What follows belongs to an exercise in optimizing a design on an open flow for small area and a short achievable clock period; a production flow would make more cautious choices. RTL that was checked went through simulation tests only; none was proved equivalent to the original. Only the layout flow was run in run 1; the RTL was not checked for function there. Power figures rest on the tool's default switching activity, not on a simulated workload.

## flow/config.mk

```make
export PLATFORM = sky130hd
export DESIGN_NAME = acf
export DESIGN_NICKNAME = acf
export VERILOG_FILES = /design/flow/design.v
export SDC_FILE = /design/flow/constraint.sdc
export NUM_CORES = 4
export LEC_CHECK = 0
export CAP_MARGIN = 20
export CORE_MARGIN = 2
export CORE_UTILIZATION = 40
export CTS_CLUSTER_DIAMETER = 120
export CTS_CLUSTER_SIZE = 30
export SLEW_MARGIN = 20
```

## flow/constraint.sdc

```tcl
create_clock -name core_clock -period 10.0 [get_ports {clk}]
set_input_delay 2.0000 -clock core_clock [delete_from_list [all_inputs] [get_ports {clk}]]
set_output_delay 2.0000 -clock core_clock [all_outputs]
set_load 0.01 [all_outputs]
```

## flow/design.v

```verilog
module acf (
    input  wire        clk,
    input  wire        rst,
    input  wire        bus_wr,
    input  wire [8:0]  bus_addr,
    input  wire [31:0] bus_wdata,
    output reg  [31:0] bus_rdata,    
    input  wire        rx_valid,
    input  wire [7:0]  rx_data,
    input  wire        line_fault,
    output wire        open_req,
    input  wire        open_ok,
    input  wire        open_fail,
    output wire        tx_valid,
    output wire [7:0]  tx_data,
    input  wire        tx_ready,
    input  wire        tick
);
    localparam [10:0] SETTLE_LAST = 11'd49;      
    localparam [10:0] WR_LAST     = 11'd1999;    
    localparam [10:0] RD_LAST     = 11'd1999;    
    localparam [2:0] CC_OK = 3'd0, CC_CONN = 3'd1, CC_ILLEGAL = 3'd2;
    localparam [2:0] CA_NONE = 3'd0, CA_OPEN = 3'd1, CA_WRITE = 3'd2,
                     CA_READ = 3'd3, CA_NOTOPEN = 3'd4;
    localparam [2:0] V_OK = 3'd1, V_SHORT = 3'd2, V_CRC = 3'd3,
                     V_MARKER = 3'd4, V_COUNT = 3'd5;
    function [7:0] crc8_step(input [7:0] a, input [7:0] b);
        integer i;
        reg [7:0] x;
        begin
            x = a ^ b;
            for (i = 0; i < 8; i = i + 1)
                x = x[0] ? ((x >> 1) ^ 8'h8C) : (x >> 1);
            crc8_step = x;
        end
    endfunction
    function [7:0] mux4b(input [1:0] s, input [7:0] a, input [7:0] b, input [7:0] c, input [7:0] d);
        case (s)
            2'd0: mux4b = a;
            2'd1: mux4b = b;
            2'd2: mux4b = c;
            default: mux4b = d;
        endcase
    endfunction
    function [31:0] mux4w(input [1:0] s, input [31:0] a, input [31:0] b, input [31:0] c, input [31:0] d);
        case (s)
            2'd0: mux4w = a;
            2'd1: mux4w = b;
            2'd2: mux4w = c;
            default: mux4w = d;
        endcase
    endfunction
    function [7:0] frame_byte(input [1:0] k);
        case (k)
            2'd0: frame_byte = 8'hAA;
            2'd1: frame_byte = 8'h02;
            2'd2: frame_byte = 8'h20;
            default: frame_byte = 8'h2E;
        endcase
    endfunction
    reg [7:0]  acc;
    reg        sess;
    reg        p_open, p_settle, p_send, p_rdwait, p_rdxfer;
    reg [1:0]  txk;
    reg [7:0]  rem;           
    reg [10:0] timer;         
    reg [1:0]  cc;
    reg [2:0]  cause;
    reg        rej_busy, aborted, rvalid, ovf, line_err;
    reg [20:0] reading25;     
    reg [2:0]  vcode;
    reg [7:0]  vrx, vcalc, vobs;
    reg [8:0]  rxlen;
    reg [7:0]  txd;
    reg [8:0]  count;
    reg [7:0]  fp;            
    reg [7:0]  calc;          
    wire busy = p_open | p_settle | p_send | p_rdwait | p_rdxfer;
    wire full = count[8];
    reg          ph;
    reg          sess_i, full_i;
    reg  [7:0]   idx_i;
    reg  [7:0]   rp2;                 
    wire [2047:0] fflat, rflat;       
    wire         pop    = p_rdxfer && !line_fault;
    wire         rxb_we = pop && !rst;
    wire         sh     = rx_valid && sess && !full;           
    wire         shn    = !(rx_valid && !sess_i && full_i);    
    wire [255:0] rsel   = 256'd1 << timer[7:0];
    wire [255:0] rseln  = ~(256'd1 << ~idx_i);
    wire [7:0]   fdat   = rx_data ^ {8{ph}};   
    wire [7:0]   rdat;                         
    genvar gi;
    generate
        for (gi = 0; gi < 256; gi = gi + 1) begin : g_mem
            reg  [7:0] f, r;
            wire [7:0] fin;
            if (gi == 0) begin : g_in
                assign fin = fdat;
            end else begin : g_sh
                assign fin = fflat[(gi-1)*8 +: 8];
            end
            wire rs  = rxb_we && rsel[gi];
            wire rsn = !(rxb_we && !rseln[gi]);
            always @(posedge clk) begin
                f <= ~(({8{sh}} | f) & ({8{shn}} | fin));
                r <= ~(({8{rs}} | r) & ({8{rsn}} | rdat));
            end
            assign fflat[gi*8 +: 8] = f;
            assign rflat[gi*8 +: 8] = r;
        end
    endgenerate
    wire [7:0] fs1 = 8'd1 << rp2[2:0];
    wire [7:0] fs2 = 8'd1 << rp2[5:3];
    wire [3:0] fs3 = 4'd1 << rp2[7:6];
    reg  [8*32-1:0] fm1;
    reg  [8*4-1:0]  fm2;
    reg  [7:0]      fnext_raw;
    integer j, k;
    always @(*) begin
        for (j = 0; j < 32; j = j + 1) begin
            fm1[j*8 +: 8] = 8'd0;
            for (k = 0; k < 8; k = k + 1)
                fm1[j*8 +: 8] = fm1[j*8 +: 8] | (fflat[(8*j+k)*8 +: 8] & {8{fs1[k]}});
        end
        for (j = 0; j < 4; j = j + 1) begin
            fm2[j*8 +: 8] = 8'd0;
            for (k = 0; k < 8; k = k + 1)
                fm2[j*8 +: 8] = fm2[j*8 +: 8] | (fm1[(8*j+k)*8 +: 8] & {8{fs2[k]}});
        end
        fnext_raw = 8'd0;
        for (k = 0; k < 4; k = k + 1)
            fnext_raw = fnext_raw | (fm2[k*8 +: 8] & {8{fs3[k]}});
    end
    wire [32*16-1:0] rm1;
    wire [32*4-1:0]  rm2;
    wire [31:0]      rxw_raw;
    generate
        for (gi = 0; gi < 16; gi = gi + 1) begin : g_rm1
            assign rm1[gi*32 +: 32] = mux4w(bus_addr[3:2], rflat[(4*gi)*32 +: 32], rflat[(4*gi+1)*32 +: 32],
                                            rflat[(4*gi+2)*32 +: 32], rflat[(4*gi+3)*32 +: 32]);
        end
        for (gi = 0; gi < 4; gi = gi + 1) begin : g_rm2
            assign rm2[gi*32 +: 32] = mux4w(bus_addr[5:4], rm1[(4*gi)*32 +: 32], rm1[(4*gi+1)*32 +: 32],
                                            rm1[(4*gi+2)*32 +: 32], rm1[(4*gi+3)*32 +: 32]);
        end
    endgenerate
    assign rxw_raw = mux4w(bus_addr[7:6], rm2[0 +: 32], rm2[32 +: 32], rm2[64 +: 32], rm2[96 +: 32]);
    wire [31:0] w   = bus_wdata;
    wire [7:0]  arg = w[7:0];
    wire wr0     = bus_wr && (bus_addr[8:2] == 7'd0);
    wire hi0     = (w[31:16] == 16'd0);
    wire a0      = (arg == 8'd0);
    wire m_init  = hi0 && (w[15:8] == 8'h01) && a0;
    wire m_upd   = hi0 && (w[15:8] == 8'h02);
    wire m_open  = hi0 && (w[15:8] == 8'h10) && a0;
    wire m_close = hi0 && (w[15:8] == 8'h11) && a0;
    wire m_send  = hi0 && (w[15:8] == 8'h12) && a0;
    wire m_read  = hi0 && (w[15:8] == 8'h13);
    wire m_val   = hi0 && (w[15:8] == 8'h20) && a0;
    wire m_legal = m_init || m_upd || m_open || m_close || m_send || m_read || m_val;
    wire idle    = !busy;
    wire wi      = wr0 && idle;               
    wire acpt    = wi || (wr0 && m_close);    
    wire c_init  = wi && m_init;
    wire c_upd   = wi && m_upd;
    wire c_open  = wi && m_open;
    wire c_close = wr0 && m_close;
    wire c_send  = wi && m_send;
    wire c_read  = wi && m_read;
    wire c_val   = wi && m_val;
    wire c_ill   = wi && !m_legal;
    wire lf_s    = line_fault && sess;
    wire f_send  = lf_s && p_send;
    wire f_read  = lf_s && (p_rdwait || p_rdxfer);
    wire o_ok    = p_open && open_ok;
    wire o_fail  = p_open && !open_ok && open_fail;
    wire st_tick = p_settle && tick;
    wire st_last = (timer == SETTLE_LAST);
    wire st_done = st_tick && st_last;
    wire sd_byte = p_send && !lf_s && tx_ready;
    wire sd_done = sd_byte && (txk == 2'd3);
    wire sd_tick = p_send && !lf_s && !tx_ready && tick;
    wire wr_last = (timer == WR_LAST);
    wire sd_to   = sd_tick && wr_last;
    wire cnt0    = (count == 9'd0);
    wire rw_start= p_rdwait && !lf_s && !cnt0;
    wire rw_tick = p_rdwait && !lf_s && cnt0 && tick;
    wire rw_to   = rw_tick && wr_last;
    wire x_done  = pop && (rem == 8'd0);
    wire close_ev= f_send || f_read || sd_to;           
    wire e_open   = p_open && !open_ok && !open_fail;
    wire e_settle = (p_settle && !st_done) || o_ok;
    wire e_send   = p_send && !lf_s && !sd_done && !sd_to;
    wire e_rdwait = p_rdwait && !lf_s && !rw_start && !rw_to;
    wire e_rdxfer = (p_rdxfer && !lf_s && !x_done) || rw_start;
    wire e_read   = e_rdwait || e_rdxfer;
    wire e_busy   = e_open || e_settle || e_send || e_read;
    wire lerr_now = line_err || lf_s;
    wire s_ok     = sess && !lerr_now;                  
    wire s_err    = sess && lerr_now;                   
    wire sd_start = c_send && s_ok;
    wire rd_start = c_read && s_ok;
    wire cmd_closes = c_open || c_close || ((c_send || c_read) && s_err);
    wire clear  = close_ev || cmd_closes;
    wire push   = rx_valid && sess && !full;
    wire sess_n = !(cmd_closes || close_ev) && (sess || o_ok);
    wire line_err_n = !(cmd_closes || close_ev) && lerr_now;
    wire ovf_n  = !(cmd_closes || close_ev) && (ovf || (rx_valid && sess && full));
    wire po_n = (e_open && !c_close) || c_open;
    wire ps_n = e_settle && !c_close;
    wire pt_n = (e_send && !c_close) || sd_start;
    wire pw_n = (e_rdwait && !c_close) || rd_start;
    wire px_n = e_rdxfer && !c_close;
    reg  [1:0] cc_n;
    reg  [2:0] cause_n;
    always @(*) begin
        cc_n = cc; cause_n = cause;
        if (f_send || sd_to)                 begin cc_n = CC_CONN[1:0]; cause_n = CA_WRITE; end
        else if (f_read)                     begin cc_n = CC_CONN[1:0]; cause_n = CA_READ; end
        else if (o_fail)                     begin cc_n = CC_CONN[1:0]; cause_n = CA_OPEN; end
        else if (st_done || sd_done || rw_to || x_done)
                                             begin cc_n = CC_OK[1:0]; cause_n = CA_NONE; end
        if (acpt) begin
            if (c_ill)                       begin cc_n = CC_ILLEGAL[1:0]; cause_n = CA_NONE; end
            else if ((c_send || c_read) && !sess)
                                             begin cc_n = CC_CONN[1:0]; cause_n = CA_NOTOPEN; end
            else if (c_send && s_err)        begin cc_n = CC_CONN[1:0]; cause_n = CA_WRITE; end
            else if (c_read && s_err)        begin cc_n = CC_CONN[1:0]; cause_n = CA_READ; end
            else                             begin cc_n = CC_OK[1:0]; cause_n = CA_NONE; end
        end
    end
    wire rej_busy_n = wr0 ? (busy && !m_close) : rej_busy;
    wire aborted_n  = acpt ? (c_close && e_busy) : aborted;
    wire [7:0] acc_n = c_init ? 8'd0 : c_upd ? crc8_step(acc, arg) : acc;
    wire [1:0] txk_n = sd_start ? 2'd0 : (sd_byte && !sd_done) ? txk + 2'd1 : txk;
    reg [10:0] timer_n;
    always @(*) begin
        timer_n = timer;
        if (o_ok || rw_start || sd_start || rd_start)
            timer_n = 11'd0;
        else if ((st_tick && !st_last) || (sd_tick && !wr_last) || (rw_tick && !wr_last) || pop)
            timer_n = timer + 11'd1;
    end
    wire [7:0] cm1       = count[7:0] - 8'd1;           
    wire [7:0] first_rem = (!full && cm1 < rem) ? cm1 : rem;
    wire [7:0] rem_n = rd_start ? arg : rw_start ? first_rem : pop ? rem - 8'd1 : rem;
    reg [8:0] rxlen_n;
    always @(*) begin
        rxlen_n = rxlen;
        if (f_read || rw_to)
            rxlen_n = 9'd0;
        else if (x_done)
            rxlen_n = {1'b0, timer[7:0]} + 9'd1;
        if ((c_close && e_read) || (c_read && !s_ok))
            rxlen_n = 9'd0;
    end
    wire [7:0] rb2  = rflat[2*8 +: 8]  ^ {8{ph}};
    wire [7:0] rb3  = rflat[3*8 +: 8]  ^ {8{ph}};
    wire [7:0] rb4  = rflat[4*8 +: 8]  ^ {8{ph}};
    wire [7:0] rb5  = rflat[5*8 +: 8]  ^ {8{ph}};
    wire [7:0] rb12 = rflat[12*8 +: 8] ^ {8{ph}};
    wire v_short = (rxlen < 9'd13);
    wire v_crc   = (calc != rb12);
    wire v_mark  = (rb2 != 8'h20);
    wire v_cnt   = (rb3 != 8'h04);
    wire v_ok    = !v_short && !v_crc && !v_mark && !v_cnt;
    wire [2:0] vcode_c = v_short ? V_SHORT : v_crc ? V_CRC : v_mark ? V_MARKER :
                         v_cnt ? V_COUNT : V_OK;
    wire [7:0] vobs_c  = (v_short || v_crc) ? 8'd0 : v_mark ? rb2 : v_cnt ? rb3 : 8'd0;
    reg  [20:0] prod25;
    wire       crc_upd = pop && (timer[7:0] < 8'd12);
    wire [7:0] calc_c  = crc8_step((timer[7:0] == 8'd0) ? 8'd0 : calc, fp ^ {8{ph}});
    wire pinc = push && !pop;
    wire pdec = pop && !push;
    wire [8:0] count_n = clear ? 9'd0 : pinc ? count + 9'd1 : pdec ? count - 9'd1 : count;
    wire [7:0] rp2_n   = clear ? 8'hFE : pinc ? rp2 + 8'd1 : pdec ? rp2 - 8'd1 : rp2;
    assign rdat = fp;
    wire [7:0] fp_n = (cnt0 || (pop && count == 9'd1)) ? ~fdat :
                      pop ? ~fnext_raw : ~fp;
    always @(posedge clk) begin
        fp    <= fp_n;
        prod25 <= {rb4, rb5} * 21'd25;
        if (crc_upd) calc <= calc_c;
        idx_i <= ~timer_n[7:0];
        if (rst) begin
            acc <= 8'd0; sess <= 1'b0;
            p_open <= 1'b0; p_settle <= 1'b0; p_send <= 1'b0; p_rdwait <= 1'b0; p_rdxfer <= 1'b0;
            txk <= 2'd0; rem <= 8'd0; timer <= 11'd0;
            cc <= 2'd0; cause <= CA_NONE;
            rej_busy <= 1'b0; aborted <= 1'b0; rvalid <= 1'b0; ovf <= 1'b0; line_err <= 1'b0;
            reading25 <= 21'd0; vcode <= 3'd0; vrx <= 8'd0; vcalc <= 8'd0; vobs <= 8'd0;
            rxlen <= 9'd0; txd <= 8'd0;
            count <= 9'd0; rp2 <= 8'hFE;
            sess_i <= 1'b1; full_i <= 1'b1; ph <= 1'b0;
        end else begin
            ph <= ~ph;
            sess_i <= ~sess_n;
            full_i <= ~count_n[8];
            acc <= acc_n; sess <= sess_n;
            p_open <= po_n; p_settle <= ps_n; p_send <= pt_n; p_rdwait <= pw_n; p_rdxfer <= px_n;
            txk <= txk_n; rem <= rem_n; timer <= timer_n;
            cc <= cc_n; cause <= cause_n;
            rej_busy <= rej_busy_n; aborted <= aborted_n;
            ovf <= ovf_n; line_err <= line_err_n;
            if (c_val) begin
                vcode <= vcode_c;
                vrx   <= v_short ? 8'd0 : rb12;
                vcalc <= v_short ? 8'd0 : calc;
                vobs  <= vobs_c;
                if (v_ok) begin
                    reading25 <= prod25;
                    rvalid    <= 1'b1;
                end
            end
            rxlen <= rxlen_n;
            txd <= sd_start ? 8'hAA : (e_send && !c_close) ? frame_byte(txk_n) : 8'h00;
            count <= count_n;
            rp2   <= rp2_n;
        end
    end
    assign open_req = p_open;
    assign tx_valid = p_send;
    assign tx_data  = txd;
    wire [31:0] status = {17'd0, cause, 2'b00, cc, 2'b00,
                          ovf, rvalid, aborted, rej_busy, sess, busy};
    wire [6:0]  word = bus_addr[8:2];
    reg  [31:0] rd_mux;
    always @(*) begin
        case (word)
            7'd1:    rd_mux = status;
            7'd2:    rd_mux = {24'd0, acc};
            7'd3:    rd_mux = {23'd0, rxlen};
            7'd4:    rd_mux = {vobs, vcalc, vrx, 5'd0, vcode};
            7'd5:    rd_mux = {9'd0, reading25, 2'b00};
            7'd6:    rd_mux = 32'h2E2002AA;
            7'd7:    rd_mux = 32'h04200D8C;
            7'd8:    rd_mux = {23'd0, count};
            default: rd_mux = 32'd0;
        endcase
        if (word[6])
            rd_mux = rxw_raw ^ {32{ph}};
    end
    always @(posedge clk) begin
        if (rst) bus_rdata <= 32'd0;
        else     bus_rdata <= rd_mux;
    end
endmodule
```

## flow/flow/run.sh

```bash
#!/bin/bash
set -euo pipefail
bash standard.sh SETUP_SLACK_MARGIN=6.5 finish > flow_make.log 2>&1
```

## flow/standard.sh

```bash
#!/bin/bash
# synth_recipe.tcl (not shown) runs the flow's synth.tcl, then flattens the netlist and writes it again
# the make line also repeats each setting of config.mk as NAME=value (left out here)
make -C /OpenROAD-flow-scripts/flow DESIGN_CONFIG=/design/flow/config.mk WORK_HOME=/design/flow/orfs CLKGATE_MAP_FILE= SYNTH_SCRIPT=/design/flow/synth_recipe.tcl "${@:-finish}"
```

==> flow_metrics.py, run 1 <==
metrics = {
    "drt": {
        "drc": 0,
        "via_per_inst": 6.63,
        "ant_nets": 0,
        "drt_iter0_markers": 14400,
        "routedWlPerCell_microns": 28.8,
        "drt_wl_total_microns": 534000,
        "drt_first_pass_iters": 10,
        "vias": 123000,
    },
    "grt": {
        "grt_pass1_wl_microns": 775000,
        "grt_util_met3_pct": 4.93,
        "met2_usage_pct": 38.7,
        "grt_antenna_before_repair": 26,
        "use_met1_pct": 36.9,
        "grt_pass1_vias": 114000,
        "grt.total_usage_pct": 25.8,
        "top_usage_layer": "met2",
        "grt_max_degree": 238,
        "grt_overflow": 0,
    },
    "layout": {
        "layout_common_cells": "dfxtp_1 (4257), o22ai_1 (4154), mux4_2 (740), nand2_1 (419), nor2_1 (341)",
        "nets": 13500,
        "area_growth_pct": 11.4,
        "drive_above_1_share_pct": 16.4,
        "final_common_cell": "dfxtp_1",
        "fin_util_pct": 44.9,
        "fill_cells": 35900,
    },
    "floorplan": {
        "dieArea_sq_mm": 0.394,
        "rows": 228,
        "die_x_microns": 628,
        "ios": 100,
        "coreArea_sq_mm": 0.386,
        "start_util_pct": 40.3,
        "die_y_microns": 628,
    },
    "place": {
        "dp_hpwl_microns": 305000,
        "port_buffers": 94,
        "gp_congestion": 0.882,
    },
    "worst_setup_path": {
        "path_class": "input pin to flip-flop",
        "crit_fanout": 18,
        "start_kind": "input pin",
        "setup.worst_path.end_class": "flip-flop",
        "r2r-end": "prod25[19]",
        "timing.rr.start": "ph",
        "cp.arrival_ps": 4830,
        "cp-startpoint": "bus_addr[2]",
        "crit_required_ps": 10800,
        "rrSetupSlack_ps": 6430,
        "r2r_cells": 15,
    },
    "yosys": {
        "async_reset_ff_share_pct": 0,
        "syn_inst": 13800,
        "syn-cell-area_sq_mm": 0.156,
        "ys_seq_area_share_pct": 55.4,
        "synth-edff-count": 8,
        "synth.distinct_cells": 84,
        "ys_seq_elements": 4300,
        "syn_area_per_cell_sq_um": 11.3,
        "synth_ff_type": "dfxtp_1",
        "yosys_warnings": 1,
    },
    "hold_path": {
        "min_from": "g_mem[107].r[6]",
        "whs_path_depth": 1,
        "min_path_type": "flip-flop to flip-flop",
        "min_to": "g_mem[107].r[6]",
    },
    "clock_network": {
        "clk_latency_ps": 940,
        "cts_hold_buffers": 0,
        "cts_tree": "yes",
        "clk_pin_slew_ps": 110,
        "htree_levels": 4,
        "cts_buffer_depth": 4,
        "root_buffer": "clkbuf_16",
        "numCtsBuffers": 166,
        "cts.sinks": 4300,
    },
    "job": {
        "cap_violations": 0,
    },
    "power_and_ir_drop": {
        "irDropWorstVdd_mv": 0.116,
        "cellPowerDensity_mw_per_mm2": 157,
        "leakage_uw": 0.0610,
    },
    "timing": {
        "setup_tns_ps": 0,
        "finalSetupViolCount": 0,
        "finalCriticalPeriod_ps": 4030,
        "fin_skew_ps": 62.9,
        "max_freq_mhz": 248,
        "rsz0062_at_grt": "true",
        "final_hold_viol_count": 0,
        "fin_crit_sh_pct": 40.3,
        "slew_headroom_pct": 11.1,
        "drv_slew": 0,
        "worstMarginPinSlew_ps": 1330,
    },
    "outcome": {
        "outcome": "no timing/DRC/antenna violations",
    },
}
-- cells in the mapped netlist (20+ instances only) --
cell type,count,area share [%]
xor2_1,66,0.37
dfxtp_1,4292,55
inv_1,44,0.11
a221oi_1,243,1.4
o21ai_1,24,0.077
nor3_1,63,0.20
a22o_1,93,0.52
a22oi_1,310,1.5
or3_1,20,0.080
mux2i_1,225,1.4
xnor2_1,80,0.45
clkbuf_1,972,2.3
a221o_1,32,0.21
a21oi_1,224,0.72
nand3_1,65,0.21
nor2_1,593,1.4
buf_2,181,0.58
nand4_1,41,0.16
a31oi_1,98,0.39
nor4_1,33,0.13
o22ai_1,4154,17
o211ai_1,20,0.097
mux4_2,740,11
mux2_2,95,0.69
a211oi_1,37,0.18
nand2_1,474,1.1
buf_1,77,0.19
nand2b_1,23,0.093
o21ai_0,103,0.33
ha_1,83,0.67
-- worst max path at each step --
stage	endpoint	slack, ps	cells past startpoint
6_report	bus_rdata[22]	5970	9
5_1_grt	bus_rdata[19]	6040	9
4_1_cts	bus_rdata[28]	6110	6
3_5_place_dp	reading25[8]	3620	10
3_3_place_gp	reading25[8]	3680	10
2_1_floorplan	rp2[7]	5510	17
-- registers in the layout, summed over array words and instances, names as in the netlist, 9 cells and up --
| register | cells |
|---|---|
| g_mem.f | 2048 |
| reading25 | 21 |
| bus_rdata | 32 |
| rxlen | 9 |
| g_mem.r | 2048 |
| prod25 | 21 |
| count | 9 |
| timer | 11 |
-- power breakdown --
part	total [uW]	switching [uW]	internal, uW	leakage [uW]
Combinational	1370	860	509	0.0195
Clock	8540	5390	3150	0.00219
Sequential	17300	84.2	17200	0.0393
-- final cells by class --
| class | count | area (sq um) | share of cell area (%) |
|---|---|---|---|
| sequential | 4300 | 86200 | 49.8 |
| antenna | 8 | 20.0 | 0.0116 |
| multi-input combinational | 8191 | 67500 | 39.0 |
| timing repair buffer | 628 | 8270 | 4.77 |
| clock buffer | 181 | 4330 | 2.50 |
| clock inverter | 10 | 130 | 0.0751 |
| tap | 5175 | 6470 | 3.74 |
| inverter | 51 | 260 | 0.150 |
| timing repair inverter | 5 | 43.8 | 0.0253 |
-- layer usage --
| metal | vias up | share of wire, % |
|---|---|---|
| met4 | 12 | 4.2 |
| met3 | 979 | 9.9 |
| li1 | 54100 | - |
| met1 | 62300 | 42 |
| met2 | 5639 | 44 |
| met5 | - | 0.014 |
-- logic make-up (layout without fill, tap and decap cells) --
kind of cell               Yosys count  in the layout  share of synthesized area, %
AOI/OAI and AO/OA                 5435           5435                          22.7
buffers and inverters             1305            875                          3.36
muxes                             1060           1060                          12.9
xor gates and xnor gates           146            146                         0.822
adders and majority gates           95             95                         0.822
DFF                               4300           4300                          55.4
and+or+nand+nor                   1444           1452                          4.08
other                                1             11                       0.00241
-- through the flow --
step | total power [uW] | std cells | instance area, sq um | setup WS, ps | hold slack [ps]
finish | 27200 | 18500 | 173000 | 5970 | 436
global route | 27900 | 18500 | 173000 | 6040 | 449
CTS | 27200 | 18500 | 172000 | 6110 | 437
detailed placement | 18800 | 18000 | 162000 | 3620 | 421
global placement | 18700 | 18000 | 162000 | 3680 | 415
floorplan | 18400 | 13800 | 159000 | 5510 | 406
-- worst max-delay path, cell delays in order --
cell     delay (ps)
buf_16          130
buf_16          210
buf_16          220
buf_4           140
mux4_2          500
mux4_2          570
mux4_2          570
mux2i_4         340
o21ai_1         140
-- what timing repair did --
action | 4_1_cts | 5_1_grt
buffers inserted | 178 | 58
setup endpoints to repair | 3939 | 806
cloned | 75 | 17
gates resized for setup | 593 | 125
hold endpoints to repair | 0 | 0
pin swaps | 68 | 40
==> run 2: changes to the inputs <==
--- a/flow/design.v
+++ b/flow/design.v
@@ -110,28 +110,25 @@
             assign rflat[gi*8 +: 8] = r;
         end
     endgenerate
-    wire [7:0] fs1 = 8'd1 << rp2[2:0];
-    wire [7:0] fs2 = 8'd1 << rp2[5:3];
-    wire [3:0] fs3 = 4'd1 << rp2[7:6];
-    reg  [8*32-1:0] fm1;
-    reg  [8*4-1:0]  fm2;
-    reg  [7:0]      fnext_raw;
-    integer j, k;
-    always @(*) begin
-        for (j = 0; j < 32; j = j + 1) begin
-            fm1[j*8 +: 8] = 8'd0;
-            for (k = 0; k < 8; k = k + 1)
-                fm1[j*8 +: 8] = fm1[j*8 +: 8] | (fflat[(8*j+k)*8 +: 8] & {8{fs1[k]}});
-        end
-        for (j = 0; j < 4; j = j + 1) begin
-            fm2[j*8 +: 8] = 8'd0;
-            for (k = 0; k < 8; k = k + 1)
-                fm2[j*8 +: 8] = fm2[j*8 +: 8] | (fm1[(8*j+k)*8 +: 8] & {8{fs2[k]}});
-        end
-        fnext_raw = 8'd0;
-        for (k = 0; k < 4; k = k + 1)
-            fnext_raw = fnext_raw | (fm2[k*8 +: 8] & {8{fs3[k]}});
-    end
+    wire [8*64-1:0] fm1;
+    wire [8*16-1:0] fm2;
+    wire [8*4-1:0]  fm3;
+    wire [7:0]      fnext_raw;
+    generate
+        for (gi = 0; gi < 64; gi = gi + 1) begin : g_fm1
+            assign fm1[gi*8 +: 8] = mux4b(rp2[1:0], fflat[(4*gi)*8 +: 8], fflat[(4*gi+1)*8 +: 8],
+                                          fflat[(4*gi+2)*8 +: 8], fflat[(4*gi+3)*8 +: 8]);
+        end
+        for (gi = 0; gi < 16; gi = gi + 1) begin : g_fm2
+            assign fm2[gi*8 +: 8] = mux4b(rp2[3:2], fm1[(4*gi)*8 +: 8], fm1[(4*gi+1)*8 +: 8],
+                                          fm1[(4*gi+2)*8 +: 8], fm1[(4*gi+3)*8 +: 8]);
+        end
+        for (gi = 0; gi < 4; gi = gi + 1) begin : g_fm3
+            assign fm3[gi*8 +: 8] = mux4b(rp2[5:4], fm2[(4*gi)*8 +: 8], fm2[(4*gi+1)*8 +: 8],
+                                          fm2[(4*gi+2)*8 +: 8], fm2[(4*gi+3)*8 +: 8]);
+        end
+    endgenerate
+    assign fnext_raw = mux4b(rp2[7:6], fm3[0 +: 8], fm3[8 +: 8], fm3[16 +: 8], fm3[24 +: 8]);
     wire [32*16-1:0] rm1;
     wire [32*4-1:0]  rm2;
     wire [31:0]      rxw_raw;
@@ -268,7 +265,7 @@
     wire [2:0] vcode_c = v_short ? V_SHORT : v_crc ? V_CRC : v_mark ? V_MARKER :
                          v_cnt ? V_COUNT : V_OK;
     wire [7:0] vobs_c  = (v_short || v_crc) ? 8'd0 : v_mark ? rb2 : v_cnt ? rb3 : 8'd0;
-    reg  [20:0] prod25;
+    wire [20:0] prod25 = {rb4, rb5} * 21'd25;
     wire       crc_upd = pop && (timer[7:0] < 8'd12);
     wire [7:0] calc_c  = crc8_step((timer[7:0] == 8'd0) ? 8'd0 : calc, fp ^ {8{ph}});
     wire pinc = push && !pop;
@@ -280,7 +277,6 @@
                       pop ? ~fnext_raw : ~fp;
     always @(posedge clk) begin
         fp    <= fp_n;
-        prod25 <= {rb4, rb5} * 21'd25;
         if (crc_upd) calc <= calc_c;
         idx_i <= ~timer_n[7:0];
         if (rst) begin
==> flow/flow/run.sh (replaced) <==
#!/bin/bash
set -euo pipefail
bash standard.sh SETUP_SLACK_MARGIN=6.3 finish > flow_make.log 2>&1
--- a/flow/config.mk
+++ b/flow/config.mk
@@ -8,6 +8,4 @@
 export CAP_MARGIN = 20
 export CORE_MARGIN = 2
 export CORE_UTILIZATION = 40
-export CTS_CLUSTER_DIAMETER = 120
-export CTS_CLUSTER_SIZE = 30
 export SLEW_MARGIN = 20
==> run 2 against run 1 <==
Effect of this change: still clean; count of clock-buffer cells in the layout up 408; total power increased by 26%; hold slack worse by 21 ps; critical path depth shrank 2; maximum frequency increased by 4.3%; sequential cell count decreased by 21; critical endpoint is now g_mem[68].r[5]; largest cell class unchanged; largest power group unchanged.
==> flow_metrics.py, run 2 <==
metrics = {
    "outcome": {
        "outcome": "no timing/DRC/antenna violations",
    },
    "layout": {
        "final_common_cell": "dfxtp_1",
        "drive_above_1_share_pct": 19.5,
        "nets": 13200,
        "area_growth_pct": 15.0,
        "fin_util_pct": 46.1,
        "layout_common_cells": "dfxtp_1 (4237), o22ai_1 (4213), mux4_2 (1053), nand2_1 (503), clkbuf_16 (433)",
        "reg_top3": "g_mem.f (2048), g_mem.r (2048), bus_rdata (32)",
    },
    "place": {
        "pre_cts_ws_ps": 4040,
        "port_buffers": 94,
        "gp_congestion": 0.878,
        "dp_hpwl_microns": 280000,
    },
    "clock_network": {
        "numCtsBuffers": 408,
        "root_buffer": "clkbuf_16",
        "cts.sinks": 4279,
        "cts_tree": "yes",
        "clk_pin_slew_ps": 60,
        "clk_latency_ps": 940,
        "cts_hold_buffers": 0,
        "cts_buffer_depth": 4,
        "htree_levels": 5,
    },
    "drt": {
        "vias": 118000,
        "ant_nets": 0,
        "drc": 0,
        "routedWlPerCell_microns": 26.1,
        "dr_wl_met2_microns": 221000,
        "via_per_inst": 6.33,
        "wl_met3_microns": 32700,
        "drt_iter0_markers": 11000,
        "drt_wl_total_microns": 484000,
        "highest_layer": "met5",
        "drt-met1-wl_microns": 205000,
        "drt_first_pass_iters": 8,
    },
    "worst_setup_path": {
        "crit_required_ps": 10760,
        "setup.worst_path.end_class": "flip-flop",
        "cp.arrival_ps": 4620,
        "path_class": "input pin to flip-flop",
        "crit_fanout": 10,
        "start_kind": "input pin",
        "rrSetupSlack_ps": 6180,
    },
    "grt": {
        "grt_overflow": 0,
        "grt_antenna_before_repair": 10,
        "grt_max_degree": 246,
        "grt.total_usage_pct": 23.3,
        "grt_pass1_wl_microns": 722000,
        "grt_pass1_vias": 112000,
    },
    "yosys": {
        "async_reset_ff_share_pct": 0,
        "syn_area_per_cell_sq_um": 11.7,
        "synth_top_area_cell": "dfxtp_1",
        "synth-edff-count": 8,
        "ys_seq_elements": 4279,
        "synth.distinct_cells": 84,
        "synth_top_cells_by_count": "dfxtp_1 (4271), o22ai_1 (4219), mux4_2 (1053), clkbuf_1 (940), nand2_1 (525)",
        "yosysTopAreaCellShare_pct": 54.5,
        "syn-cell-area_sq_mm": 0.157,
        "syn_inst": 13400,
        "synth.area.top_cells": "dfxtp_1 (54%), o22ai_1 (17%), mux4_2 (15%)",
        "ys_seq_area_share_pct": 54.6,
        "synth_ff_type": "dfxtp_1",
        "synth_most_common_cell": "dfxtp_1",
        "yosys_warnings": 1,
    },
    "timing": {
        "rsz0062_at_grt": "true",
        "final_hold_viol_count": 0,
        "worstMarginPinSlew_ps": 1190,
        "fin_skew_ps": 55.4,
        "finalCriticalPeriod_ps": 3860,
        "fin_crit_sh_pct": 38.6,
        "fin_hold_ws_ps": 416,
        "drv_slew": 0,
        "finalSetupViolCount": 0,
        "slew_headroom_pct": 20.5,
        "setup_ws_ps": 6140,
        "max_freq_mhz": 259,
        "setup_tns_ps": 0,
    },
    "floorplan": {
        "coreArea_sq_mm": 0.391,
        "start_util_pct": 40.1,
        "die_x_microns": 630,
        "dieArea_sq_mm": 0.397,
        "rows": 230,
        "die_y_microns": 630,
        "ios": 100,
    },
    "power_and_ir_drop": {
        "irDropWorstVdd_mv": 0.182,
        "leakage_uw": 0.0652,
        "cellPowerDensity_mw_per_mm2": 190,
    },
    "job": {
        "cap_violations": 0,
    },
    "hold_path": {
        "min_path_type": "flip-flop to flip-flop",
    },
}
[run 2: timing repair]
item                                     CTS  global route
setup buffers                             77            30
cloned                                    38            13
pin swaps                                 25            24
resized for setup                        407           163
endpoints found under the setup margin  3909          1818
[run 2: metal layers]
metal / vias to the layer above / global-route usage, %
li1: 52900 / -
met1: 59600 / 31.4
met2: 4126 / 36.5
met3: 1076 / 3.84
met4: 4 / 10.9
met5: - / 0
[run 2: kinds of logic (layout without fill, tap and decap cells)]
kind of cell	Yosys count	count (layout)	share of synthesized area, %
DFF	4279	4279	54.6
and+or+nand+nor	1358	1361	3.85
adders and majority gates	77	77	0.671
other	1	10	0.00239
xor gates and xnor gates	159	159	0.892
muxes	1344	1344	17.1
AOI/OAI and AO/OA	4888	4888	19.6
buffers and inverters	1259	1248	3.24
[run 2: path summary, 6_finish.rpt]
path,start,to,cells after the start
min reg2reg,g_mem[231].f[0],g_mem[232].f[0],1
max reg2reg,timer[2],g_mem[6].r[5],5
min,g_mem[231].f[0],g_mem[232].f[0],1
max,line_fault,g_mem[68].r[5],7
[run 2: critical path, cell delays in order]
cell	delay, ps
clkdlybuf4s15_2	310
nand2b_4	350
nor3_4	260
buf_4	170
nand3_2	650
nor2_2	690
o22ai_1	160
[run 2: power by group]
group | switching, uW | internal, uW | total (uW) | leakage [uW]
sequential | 75.2 | 17100 | 17100 | 0.0391
combinational | 766 | 383 | 1150 | 0.0192
clock | 6730 | 9330 | 16100 | 0.00688
total | 7570 | 26800 | 34300 | 0.0652
[run 2: cell type report]
| type | instances | area, sq um |
|---|---|---|
| antenna | 7 | 17.5 |
| clock buffer | 589 | 12000 |
| clock inverter | 153 | 1840 |
| fill | 35500 | 211000 |
| inverter | 62 | 262 |
| multi-input combinational | 7832 | 68000 |
| sequential | 4279 | 85800 |
| tap | 5220 | 6530 |
| timing repair buffer | 440 | 5850 |
| timing repair inverter | 4 | 35.0 |
[run 2: per-stage QoR]
| stage | power [uW] | instance area, sq um | std cells |
|---|---|---|---|
| 5_1_grt | 35300 | 180000 | 18600 |
| 3_5_place_dp | 18500 | 162000 | 17700 |
| 4_1_cts | 34500 | 179000 | 18500 |
| 2_1_floorplan | 18200 | 158000 | 13400 |
| 6_report | 34300 | 180000 | 18600 |
| 3_3_place_gp | 18500 | 162000 | 17700 |
==> run 3: changes to the inputs <==
--- a/flow/design.v
+++ b/flow/design.v
@@ -67,7 +67,7 @@
     reg [1:0]  cc;
     reg [2:0]  cause;
     reg        rej_busy, aborted, rvalid, ovf, line_err;
-    reg [20:0] reading25;     
+    reg [15:0] raw16;         
     reg [2:0]  vcode;
     reg [7:0]  vrx, vcalc, vobs;
     reg [8:0]  rxlen;
@@ -79,15 +79,13 @@
     wire full = count[8];
     reg          ph;
     reg          sess_i, full_i;
-    reg  [7:0]   idx_i;
+    reg  [15:0]  ilo, ihi, ilo_i, ihi_i;    
     reg  [7:0]   rp2;                 
     wire [2047:0] fflat, rflat;       
     wire         pop    = p_rdxfer && !line_fault;
     wire         rxb_we = pop && !rst;
     wire         sh     = rx_valid && sess && !full;           
     wire         shn    = !(rx_valid && !sess_i && full_i);    
-    wire [255:0] rsel   = 256'd1 << timer[7:0];
-    wire [255:0] rseln  = ~(256'd1 << ~idx_i);
     wire [7:0]   fdat   = rx_data ^ {8{ph}};   
     wire [7:0]   rdat;                         
     genvar gi;
@@ -100,8 +98,8 @@
             end else begin : g_sh
                 assign fin = fflat[(gi-1)*8 +: 8];
             end
-            wire rs  = rxb_we && rsel[gi];
-            wire rsn = !(rxb_we && !rseln[gi]);
+            wire rs  = rxb_we && ilo[gi % 16] && ihi[gi / 16];
+            wire rsn = !rxb_we || ilo_i[gi % 16] || ihi_i[gi / 16];
             always @(posedge clk) begin
                 f <= ~(({8{sh}} | f) & ({8{shn}} | fin));
                 r <= ~(({8{rs}} | r) & ({8{rsn}} | rdat));
@@ -110,39 +108,59 @@
             assign rflat[gi*8 +: 8] = r;
         end
     endgenerate
-    wire [8*64-1:0] fm1;
-    wire [8*16-1:0] fm2;
-    wire [8*4-1:0]  fm3;
+    wire [7:0]      fs1 = 8'd1 << rp2[2:0];
+    wire [7:0]      fs2 = 8'd1 << rp2[5:3];
+    wire [3:0]      fs3 = 4'd1 << rp2[7:6];
+    wire [8*32-1:0] fm1;
+    wire [8*4-1:0]  fm2;
     wire [7:0]      fnext_raw;
+    genvar fg, fb, fk;
     generate
-        for (gi = 0; gi < 64; gi = gi + 1) begin : g_fm1
-            assign fm1[gi*8 +: 8] = mux4b(rp2[1:0], fflat[(4*gi)*8 +: 8], fflat[(4*gi+1)*8 +: 8],
-                                          fflat[(4*gi+2)*8 +: 8], fflat[(4*gi+3)*8 +: 8]);
+        for (fg = 0; fg < 32; fg = fg + 1) begin : g_fm1
+            for (fb = 0; fb < 8; fb = fb + 1) begin : g_bit
+                wire [7:0] d;
+                for (fk = 0; fk < 8; fk = fk + 1) begin : g_k
+                    assign d[fk] = fflat[(8*fg+fk)*8 + fb];
+                end
+                acf_ao8 u_ao (.d(d), .s(fs1), .y(fm1[fg*8 + fb]));
+            end
         end
-        for (gi = 0; gi < 16; gi = gi + 1) begin : g_fm2
-            assign fm2[gi*8 +: 8] = mux4b(rp2[3:2], fm1[(4*gi)*8 +: 8], fm1[(4*gi+1)*8 +: 8],
-                                          fm1[(4*gi+2)*8 +: 8], fm1[(4*gi+3)*8 +: 8]);
+        for (fg = 0; fg < 4; fg = fg + 1) begin : g_fm2
+            for (fb = 0; fb < 8; fb = fb + 1) begin : g_bit
+                wire [7:0] d;
+                for (fk = 0; fk < 8; fk = fk + 1) begin : g_k
+                    assign d[fk] = fm1[(8*fg+fk)*8 + fb];
+                end
+                acf_ao8 u_ao (.d(d), .s(fs2), .y(fm2[fg*8 + fb]));
+            end
         end
-        for (gi = 0; gi < 4; gi = gi + 1) begin : g_fm3
-            assign fm3[gi*8 +: 8] = mux4b(rp2[5:4], fm2[(4*gi)*8 +: 8], fm2[(4*gi+1)*8 +: 8],
-                                          fm2[(4*gi+2)*8 +: 8], fm2[(4*gi+3)*8 +: 8]);
+        for (fb = 0; fb < 8; fb = fb + 1) begin : g_fm3
+            assign fnext_raw[fb] = |({fm2[24+fb], fm2[16+fb], fm2[8+fb], fm2[fb]} & fs3);
         end
     endgenerate
-    assign fnext_raw = mux4b(rp2[7:6], fm3[0 +: 8], fm3[8 +: 8], fm3[16 +: 8], fm3[24 +: 8]);
-    wire [32*16-1:0] rm1;
-    wire [32*4-1:0]  rm2;
+    wire [7:0]       bs1 = 8'd1 << bus_addr[4:2];
+    wire [7:0]       bs2 = 8'd1 << bus_addr[7:5];
+    wire [32*8-1:0]  rm1;
     wire [31:0]      rxw_raw;
+    genvar gm, gb2, gk;
     generate
-        for (gi = 0; gi < 16; gi = gi + 1) begin : g_rm1
-            assign rm1[gi*32 +: 32] = mux4w(bus_addr[3:2], rflat[(4*gi)*32 +: 32], rflat[(4*gi+1)*32 +: 32],
-                                            rflat[(4*gi+2)*32 +: 32], rflat[(4*gi+3)*32 +: 32]);
+        for (gm = 0; gm < 8; gm = gm + 1) begin : g_rm1
+            for (gb2 = 0; gb2 < 32; gb2 = gb2 + 1) begin : g_bit
+                wire [7:0] d;
+                for (gk = 0; gk < 8; gk = gk + 1) begin : g_k
+                    assign d[gk] = rflat[(8*gm+gk)*32 + gb2];
+                end
+                acf_ao8 u_ao (.d(d), .s(bs1), .y(rm1[gm*32 + gb2]));
+            end
         end
-        for (gi = 0; gi < 4; gi = gi + 1) begin : g_rm2
-            assign rm2[gi*32 +: 32] = mux4w(bus_addr[5:4], rm1[(4*gi)*32 +: 32], rm1[(4*gi+1)*32 +: 32],
-                                            rm1[(4*gi+2)*32 +: 32], rm1[(4*gi+3)*32 +: 32]);
+        for (gb2 = 0; gb2 < 32; gb2 = gb2 + 1) begin : g_rm2
+            wire [7:0] d;
+            for (gk = 0; gk < 8; gk = gk + 1) begin : g_k
+                assign d[gk] = rm1[gk*32 + gb2];
+            end
+            acf_ao8 u_ao (.d(d), .s(bs2), .y(rxw_raw[gb2]));
         end
     endgenerate
-    assign rxw_raw = mux4w(bus_addr[7:6], rm2[0 +: 32], rm2[32 +: 32], rm2[64 +: 32], rm2[96 +: 32]);
     wire [31:0] w   = bus_wdata;
     wire [7:0]  arg = w[7:0];
     wire wr0     = bus_wr && (bus_addr[8:2] == 7'd0);
@@ -265,7 +283,6 @@
     wire [2:0] vcode_c = v_short ? V_SHORT : v_crc ? V_CRC : v_mark ? V_MARKER :
                          v_cnt ? V_COUNT : V_OK;
     wire [7:0] vobs_c  = (v_short || v_crc) ? 8'd0 : v_mark ? rb2 : v_cnt ? rb3 : 8'd0;
-    wire [20:0] prod25 = {rb4, rb5} * 21'd25;
     wire       crc_upd = pop && (timer[7:0] < 8'd12);
     wire [7:0] calc_c  = crc8_step((timer[7:0] == 8'd0) ? 8'd0 : calc, fp ^ {8{ph}});
     wire pinc = push && !pop;
@@ -278,14 +295,17 @@
     always @(posedge clk) begin
         fp    <= fp_n;
         if (crc_upd) calc <= calc_c;
-        idx_i <= ~timer_n[7:0];
+        ilo   <= 16'd1 << timer_n[3:0];
+        ihi   <= 16'd1 << timer_n[7:4];
+        ilo_i <= ~(16'd1 << timer_n[3:0]);
+        ihi_i <= ~(16'd1 << timer_n[7:4]);
         if (rst) begin
             acc <= 8'd0; sess <= 1'b0;
             p_open <= 1'b0; p_settle <= 1'b0; p_send <= 1'b0; p_rdwait <= 1'b0; p_rdxfer <= 1'b0;
             txk <= 2'd0; rem <= 8'd0; timer <= 11'd0;
             cc <= 2'd0; cause <= CA_NONE;
             rej_busy <= 1'b0; aborted <= 1'b0; rvalid <= 1'b0; ovf <= 1'b0; line_err <= 1'b0;
-            reading25 <= 21'd0; vcode <= 3'd0; vrx <= 8'd0; vcalc <= 8'd0; vobs <= 8'd0;
+            raw16 <= 16'd0; vcode <= 3'd0; vrx <= 8'd0; vcalc <= 8'd0; vobs <= 8'd0;
             rxlen <= 9'd0; txd <= 8'd0;
             count <= 9'd0; rp2 <= 8'hFE;
             sess_i <= 1'b1; full_i <= 1'b1; ph <= 1'b0;
@@ -305,7 +325,7 @@
                 vcalc <= v_short ? 8'd0 : calc;
                 vobs  <= vobs_c;
                 if (v_ok) begin
-                    reading25 <= prod25;
+                    raw16     <= {rb4, rb5};
                     rvalid    <= 1'b1;
                 end
             end
@@ -321,24 +341,47 @@
     wire [31:0] status = {17'd0, cause, 2'b00, cc, 2'b00,
                           ovf, rvalid, aborted, rej_busy, sess, busy};
     wire [6:0]  word = bus_addr[8:2];
-    reg  [31:0] rd_mux;
+    wire [20:0] reading25 = {5'd0, raw16} * 21'd25;
+    reg  [31:0] regs_rd;
     always @(*) begin
-        case (word)
-            7'd1:    rd_mux = status;
-            7'd2:    rd_mux = {24'd0, acc};
-            7'd3:    rd_mux = {23'd0, rxlen};
-            7'd4:    rd_mux = {vobs, vcalc, vrx, 5'd0, vcode};
-            7'd5:    rd_mux = {9'd0, reading25, 2'b00};
-            7'd6:    rd_mux = 32'h2E2002AA;
-            7'd7:    rd_mux = 32'h04200D8C;
-            7'd8:    rd_mux = {23'd0, count};
-            default: rd_mux = 32'd0;
+        case (word[5:0])
+            6'd1:    regs_rd = status;
+            6'd2:    regs_rd = {24'd0, acc};
+            6'd3:    regs_rd = {23'd0, rxlen};
+            6'd4:    regs_rd = {vobs, vcalc, vrx, 5'd0, vcode};
+            6'd5:    regs_rd = {9'd0, reading25, 2'b00};    
+            6'd6:    regs_rd = 32'h2E2002AA;
+            6'd7:    regs_rd = 32'h04200D8C;
+            6'd8:    regs_rd = {23'd0, count};
+            default: regs_rd = 32'd0;
         endcase
-        if (word[6])
-            rd_mux = rxw_raw ^ {32{ph}};
-    end
-    always @(posedge clk) begin
-        if (rst) bus_rdata <= 32'd0;
-        else     bus_rdata <= rd_mux;
     end
+    wire        sel_rx = word[6] && !rst;
+    wire [31:0] r0     = (word[6] || rst) ? 32'd0 : regs_rd;
+    wire [31:0] d_if1  = sel_rx ? {32{~ph}} : r0;
+    wire [31:0] d_if0  = sel_rx ? {32{ph}}  : r0;
+    wire [31:0] rd_n;
+    genvar gb;
+    generate
+        for (gb = 0; gb < 32; gb = gb + 1) begin : g_rd
+            acf_mx2 u_mx (.s(rxw_raw[gb]), .a(d_if1[gb]), .b(d_if0[gb]), .y(rd_n[gb]));
+        end
+    endgenerate
+    always @(posedge clk)
+        bus_rdata <= rd_n;
+endmodule
+module acf_ao8 (
+    input  wire [7:0] d,
+    input  wire [7:0] s,
+    output wire       y
+);
+    assign y = |(d & s);
+endmodule
+module acf_mx2 (
+    input  wire s,
+    input  wire a,
+    input  wire b,
+    output wire y
+);
+    assign y = s ? a : b;
 endmodule
==> flow/flow/run.sh (replaced) <==
#!/bin/bash
set -euo pipefail
bash standard.sh SETUP_SLACK_MARGIN=6.5 finish > flow_make.log 2>&1
--- a/flow/config.mk
+++ b/flow/config.mk
@@ -7,5 +7,8 @@
 export LEC_CHECK = 0
 export CAP_MARGIN = 20
 export CORE_MARGIN = 2
-export CORE_UTILIZATION = 40
+export CORE_UTILIZATION = 55
+export CTS_CLUSTER_DIAMETER = 90
+export CTS_CLUSTER_SIZE = 20
 export SLEW_MARGIN = 20
+export SYNTH_HIERARCHICAL = 1
==> run 3 against run 2 <==
Effect of this change: still clean; sequential share of layout area increased by 4.2 points; first-iteration DRC count rose by 55%; largest cell class unchanged; global-route usage is 14 points higher; critical path type unchanged; synthesized area decreased by 3.8%; clock power shrank 38%.
==> flow_metrics.py, run 3 <==
metrics = {
    "timing": {
        "finalSetupViolCount": 0,
        "final_hold_viol_count": 0,
        "max_freq_mhz": 239,
        "worstMarginPinSlew_ps": 1290,
        "fin_crit_sh_pct": 41.8,
        "setup_tns_ps": 0,
        "fin_skew_ps": 34.3,
        "rsz0062_at_grt": "true",
        "drv_slew": 0,
        "slew_headroom_pct": 13.8,
        "finalCriticalPeriod_ps": 4180,
    },
    "worst_setup_path": {
        "cpPeakStageDelay_ps": 670,
        "critPathTopFamily": "simple AND/OR/NAND/NOR gates",
        "cp.arrival_ps": 5000,
        "crit_fanout": 22,
        "start_kind": "input pin",
        "cp_num_buf_inv": 5,
        "crit_path_top_delay_cell": "nand4_1",
        "path_class": "input pin to flip-flop",
        "worstPathCellList": "buf_6, buf_12, clkinvlp_4, nor2_4, buf_8, buf_16, a22oi_2, nand4_1, a22oi_2, nand4_1, mux2_4",
        "setup.worst_path.end_class": "flip-flop",
        "crit_required_ps": 10820,
    },
    "layout": {
        "final_common_cell": "dfxtp_1",
        "drive_above_1_share_pct": 10.5,
        "design_area_sq_mm": 0.168,
        "regArea_sq_mm": 0.0869,
        "multi_input_area_sq_mm": 0.0616,
        "area_growth_pct": 11.2,
        "fill_cells": 22000,
        "nets": 14200,
        "instances_no_fill": 17700,
        "layout_common_cells": "dfxtp_1 (4279), o22ai_1 (4100), a22oi_1 (2076), nand4_1 (596), and3_1 (269)",
        "reg_top3": "g_mem.f (2048), g_mem.r (2048), bus_rdata (32)",
    },
    "clock_network": {
        "cts_hold_buffers": 0,
        "htree_levels": 4,
        "numCtsBuffers": 239,
        "cts_tree": "yes",
        "clk_pin_slew_ps": 90,
        "root_buffer": "clkbuf_16",
        "cts.sinks": 4330,
        "clk_latency_ps": 960,
        "cts_buffer_depth": 4,
    },
    "drt": {
        "vias": 132000,
        "drt_first_pass_iters": 7,
        "routedWlPerCell_microns": 31.0,
        "drt_iter0_markers": 17100,
        "drc": 0,
        "drt_wl_total_microns": 548000,
        "via_per_inst": 7.48,
        "ant_nets": 0,
    },
    "grt": {
        "grt.total_usage_pct": 36.8,
        "grt_overflow": 0,
        "grt_antenna_before_repair": 25,
        "grt_pass1_vias": 124000,
        "grt_max_degree": 289,
        "grt_pass1_wl_microns": 796000,
    },
    "place": {
        "dp.cells": 17100,
        "gp_congestion": 0.946,
        "dp_hpwl_microns": 293000,
        "place_area_sq_mm": 0.153,
        "port_buffers": 94,
    },
    "yosys": {
        "synth_ff_type": "dfxtp_1",
        "syn_inst": 14600,
        "yosysTopAreaCellShare_pct": 57.3,
        "synth.area.top_cells": "dfxtp_1 (57%), o22ai_1 (17%), a22oi_1 (12%)",
        "syn_area_per_cell_sq_um": 10.3,
        "ys_seq_area_share_pct": 57.5,
        "yosys_warnings": 7,
        "synth.distinct_cells": 87,
        "synth_top_cells_by_count": "dfxtp_1 (4322), o22ai_1 (4100), a22oi_1 (2313), clkbuf_1 (1176), nand4_1 (595)",
        "synth_most_common_cell": "dfxtp_1",
        "synth_top_area_cell": "dfxtp_1",
        "synth-edff-count": 8,
        "async_reset_ff_share_pct": 0,
        "syn-cell-area_sq_mm": 0.151,
        "ys_seq_elements": 4330,
    },
    "power_and_ir_drop": {
        "p_sw_uw": 6470,
        "cellPowerDensity_mw_per_mm2": 169,
        "irDropWorstVdd_mv": 0.150,
        "comb_power_share_pct": 3.5,
        "p_int_uw": 21800,
        "finalPower_uw": 28300,
        "p_sw_share_pct": 22.9,
        "power_frac_seq_pct": 61.3,
        "p_clk_share_pct": 35.2,
        "leakage_uw": 0.0598,
    },
    "floorplan": {
        "rows": 192,
        "ios": 100,
        "start_util_pct": 55.2,
        "die_y_microns": 528,
        "die_x_microns": 528,
        "coreArea_sq_mm": 0.273,
        "dieArea_sq_mm": 0.279,
    },
    "hold_path": {
        "min_path_type": "flip-flop to flip-flop",
    },
    "job": {
        "cap_violations": 0,
    },
    "outcome": {
        "outcome": "no timing/DRC/antenna violations",
    },
}
## run 3: Yosys stat by module (local to each module, per instance)
module / copies in the design / cells / flops+latches
acf: 1 / 11700 / 4330
acf_ao8: 576 / 5 / 0
acf_mx2: 32 / 1 / 0
## run 3: final timing paths
path	start	end	slack, ps	cells past startpoint
worst min-delay path	g_mem[63].r[5]	g_mem[63].r[5]	430	1
worst max-delay path	bus_addr[4]	bus_rdata[16]	5820	11
worst max register to register	raw16[3]	bus_rdata[22]	6170	14
worst min register to register	g_mem[63].r[5]	g_mem[63].r[5]	430	1
## run 3: layout make-up
class,instances,area share [%]
Tap cell,3589,2.68
Timing Repair Buffer,598,4.88
Antenna cell,24,0.0358
Clock inverter,12,0.0768
Multi-Input combinational cell,8786,36.7
Clock buffer,256,3.65
Inverter,79,0.196
Timing Repair inverter,3,0.0157
Sequential cell,4330,51.8
## run 3: power groups by stage
stage	registers, uW	logic, uW	clock network (uW)
2_1_floorplan	17700	447	0
3_3_place_gp	17700	724	0
3_5_place_dp	17700	738	0
4_1_cts	17300	906	10100
5_1_grt	17300	980	10700
6_report	17300	985	9980
## run 3: timing repair
| action | in CTS | in global routing |
|---|---|---|
| pin swaps | 214 | 173 |
| endpoints found under the hold margin | 0 | 0 |
| endpoints found under the setup margin | 4288 | 1982 |
| gates cloned | 80 | 18 |
| setup buffers | 147 | 71 |
| gates resized for setup | 880 | 222 |
## run 3: per-layer routing
metal / global-route usage, % / vias up / wire length (microns)
met1: 47.4 / 65000 / 213000
li1: - / 57600 / -
met4: 22.0 / 8 / 36600
met3: 7.00 / 1793 / 54000
met2: 57.5 / 7735 / 244000
met5: 0 / - / 54
## run 3: metrics by stage
stage          setup WS (ps)  utilization, %  hold slack [ps]
6_report                5820            61.4              435
5_1_grt                 5990            61.4              445
2_1_floorplan           1330               -              412
3_3_place_gp            3360            56.1              417
3_5_place_dp            3250            56.1              427
4_1_cts                 6130            60.7              435
## run 3: logic make-up after synthesis
group                    Yosys count  share of synthesized area [%]
AND/OR/NAND/NOR                 1761                           6.68
XOR/XNOR                         141                          0.818
AO/OA/AOI/OAI                   6707                           29.8
other                              1                        0.00249
buffers and inverters           1489                           3.73
flip-flops                      4330                           57.5
adder cells (fa/ha/maj)           91                          0.814
multiplexers                      71                          0.647
==> run 4: changes to the inputs <==
--- a/flow/config.mk
+++ b/flow/config.mk
@@ -7,7 +7,7 @@
 export LEC_CHECK = 0
 export CAP_MARGIN = 20
 export CORE_MARGIN = 2
-export CORE_UTILIZATION = 55
+export CORE_UTILIZATION = 40
 export CTS_CLUSTER_DIAMETER = 90
 export CTS_CLUSTER_SIZE = 20
 export SLEW_MARGIN = 20
==> run 4 against run 3 <==
Effect of this change: global-route usage fell by 10 points; hold slack got worse by 20 ps; final cell count rose by 8.0%; critical path type unchanged; sequential power barely moved; combinational power rose by 6%; synthesized area did not move; still clean on timing, DRC and antenna; largest power group unchanged; sequential share of layout area fell by 0.72 points; via count fell by 1.7%.
==> flow_metrics.py, run 4 <==
metrics = {
    "outcome": {
        "outcome": "no timing/DRC/antenna violations",
    },
    "floorplan": {
        "die_y_microns": 618,
        "coreArea_sq_mm": 0.376,
        "start_util_pct": 40.2,
        "dieArea_sq_mm": 0.382,
        "die_x_microns": 618,
        "rows": 225,
        "ios": 100,
    },
    "clock_network": {
        "cts.sinks": 4330,
        "numCtsBuffers": 241,
        "clk_latency_ps": 1010,
        "cts_hold_buffers": 0,
        "cts_buffer_depth": 4,
        "cts_tree": "yes",
        "clk_pin_slew_ps": 80,
        "htree_levels": 4,
        "root_buffer": "clkbuf_16",
    },
    "drt": {
        "routedWlPerCell_microns": 28.7,
        "ant_nets": 0,
        "drt_iter0_markers": 15900,
        "drt_first_pass_iters": 9,
        "via_per_inst": 6.81,
        "drt_wl_total_microns": 547000,
        "drc": 0,
        "vias": 130000,
    },
    "layout": {
        "final_common_cell": "dfxtp_1",
        "reg_top3": "g_mem.f (2048), g_mem.r (2048), bus_rdata (32)",
        "instances_no_fill": 19100,
        "layout_common_cells": "dfxtp_1 (4274), o22ai_1 (4100), a22oi_1 (2007), nand4_1 (595), a22oi_2 (306)",
        "fin_util_pct": 45.3,
        "drive_above_1_share_pct": 10.5,
        "nets": 14200,
        "area_growth_pct": 12.8,
    },
    "timing": {
        "fin_hold_ws_ps": 415,
        "rsz0062_at_grt": "true",
        "fin_crit_sh_pct": 42.1,
        "finalCriticalPeriod_ps": 4210,
        "drv_slew": 0,
        "worstMarginPinSlew_ps": 1280,
        "fin_skew_ps": 77.0,
        "final_hold_viol_count": 0,
        "setup_tns_ps": 0,
        "slew_headroom_pct": 14.3,
        "max_freq_mhz": 238,
        "finalSetupViolCount": 0,
    },
    "hold_path": {
        "whs_path_depth": 1,
        "min_to": "g_mem[253].f[4]",
        "min_from": "g_mem[252].f[4]",
        "min_path_type": "flip-flop to flip-flop",
    },
    "place": {
        "gp_congestion": 0.869,
        "dp_hpwl_microns": 280000,
        "dp.cells": 18500,
        "port_buffers": 94,
    },
    "power_and_ir_drop": {
        "irDropWorstVdd_mv": 0.175,
        "cellPowerDensity_mw_per_mm2": 168,
        "finalPower_uw": 28600,
        "leakage_uw": 0.0600,
    },
    "worst_setup_path": {
        "crit_fanout": 102,
        "r2r-end": "bus_rdata[14]",
        "rrSetupSlack_ps": 6270,
        "timing.rr.start": "raw16[3]",
        "crit_required_ps": 10850,
        "r2r_cells": 14,
        "path_class": "input pin to flip-flop",
        "start_kind": "input pin",
        "cp.arrival_ps": 5050,
        "setup.worst_path.end_class": "flip-flop",
    },
    "yosys": {
        "synth-edff-count": 8,
        "yosys_warnings": 7,
        "syn_area_per_cell_sq_um": 10.3,
        "synth_most_common_cell": "dfxtp_1",
        "synth.distinct_cells": 87,
        "synth_ff_type": "dfxtp_1",
        "synth_top_area_cell": "dfxtp_1",
        "yosysTopAreaCellShare_pct": 57.3,
        "ys_seq_area_share_pct": 57.5,
        "syn-cell-area_sq_mm": 0.151,
        "async_reset_ff_share_pct": 0,
        "ys_seq_elements": 4330,
        "synth_top_cells_by_count": "dfxtp_1 (4322), o22ai_1 (4100), a22oi_1 (2313), clkbuf_1 (1176), nand4_1 (595)",
        "syn_inst": 14600,
        "synth.area.top_cells": "dfxtp_1 (57%), o22ai_1 (17%), a22oi_1 (12%)",
    },
    "grt": {
        "grt_overflow": 0,
        "grt_antenna_before_repair": 38,
        "grt_pass1_vias": 121000,
        "grt_pass1_wl_microns": 796000,
        "grt_max_degree": 257,
        "grt.total_usage_pct": 26.8,
    },
    "job": {
        "cap_violations": 0,
    },
}
-- run 4: cell counts after synthesis --
No cell type changed its count.
-- run 4: what timing repair did --
action                                   CTS  global route
resized for setup                        825           244
setup buffers                            146            47
gates cloned                             106            18
endpoints found under the setup margin  4221           602
pin swaps                                240           184
-- run 4: kinds of logic after synthesis --
kind of cell	count (synthesis)	share of synthesized area (%)
adder cells (fa/ha/maj)	91	0.814
AND/OR/NAND/NOR	1761	6.68
other	1	0.00249
XOR/XNOR	141	0.818
multiplexers	71	0.647
flip-flops	4330	57.5
buffers and inverters	1489	3.73
AO/OA/AOI/OAI	6707	29.8
-- run 4: routing by layer --
layer	share of wire, %	global-route usage [%]
met1	42	37.0
met2	43	40.2
met3	9.9	4.90
met4	5.5	12.9
met5	0.0049	0
-- run 4: per-stage QoR --
step	setup WS, ps	area (sq um)
CTS	6100	168000
floorplan	1330	151000
global placement	3400	155000
detailed placement	3390	155000
finish	5790	170000
global route	5870	170000
-- run 4: worst max path at each step --
| stage | from | to | slack (ps) |
|---|---|---|---|
| floorplan | bus_addr[4] | raw16[6] | 1330 |
| global placement | bus_addr[3] | bus_rdata[4] | 3400 |
| detailed placement | bus_addr[3] | bus_rdata[4] | 3390 |
| CTS | bus_addr[4] | bus_rdata[30] | 6100 |
| global route | bus_addr[4] | bus_rdata[30] | 5870 |
| finish | bus_addr[4] | bus_rdata[31] | 5790 |
-- run 4: cell type report --
class / count / area (sq um)
clock inverters: 14 / 244
clock buffers: 260 / 6270
well taps: 4994 / 6250
repair inverters: 3 / 26.3
inverters: 79 / 337
repair buffers: 587 / 8680
flip-flops and latches: 4330 / 86900
multi-input cells: 8790 / 61500
fillers: 35300 / 205000
diodes: 26 / 65.1
-- run 4: report_power, final --
part / total [uW] / switching (uW) / leakage [uW] / internal [uW]
registers: 17300 / 68.6 / 0.0395 / 17300
logic: 1040 / 793 / 0.0173 / 252
clock network: 10300 / 5770 / 0.00319 / 4520
-- run 4: worst max-delay path, stage by stage --
cell and delay [ps]:
buf_6 70, buf_12 100, buf_4 110, buf_12 120, nor2_4 60, buf_12 180
a22oi_2 370, nand4_1 150, a22oi_2 470, nand4_1 620, mux2_4 490
-- run 4: Yosys stat by module (local to each module, per instance) --
module | times used | cells | area, sq um | flip-flops and latches
acf | 1 | 11700 | 130000 | 4330
acf_ao8 | 576 | 5 | 36.3 | 0
acf_mx2 | 32 | 1 | 15.0 | 0

separate check: timing with driven ports:
How much do the figures lean on ideal ports? The routed layouts below were timed once more, with nothing changed but the port constraints. Step 1: set_driving_cell puts a clkbuf_16 on clk and a buf_2 on each other input, an assumption about the parent block. Step 2 moves the port delays by t, midway between the first and last clock arrival at a register: inputs arrive t later, outputs are due t later. That takes back most of the time a late clock gives input paths. a / b / c = no drivers / after step 1 / after step 2; a / b = the first two.
| run | t, ns | slack for setup (ns) | clock arrival spread, ns |
|---|---|---|---|
| run 1 | 1.010 | 5.973 / 5.840 / 4.829 | 0.065 / 0.065 |
| run 2 | 1.026 | 6.139 / 6.040 / 5.014 | 0.059 / 0.060 |
| run 3 | 1.046 | 5.821 / 5.888 / 4.843 | 0.040 / 0.041 |
| run 4 | 1.067 | 5.794 / 5.855 / 4.788 | 0.082 / 0.082 |
After both steps setup and hold are still met in every run listed. The setup slack of run 1, which loses most, moves by -0.133 ns with the drivers and by -1.144 ns with both steps.
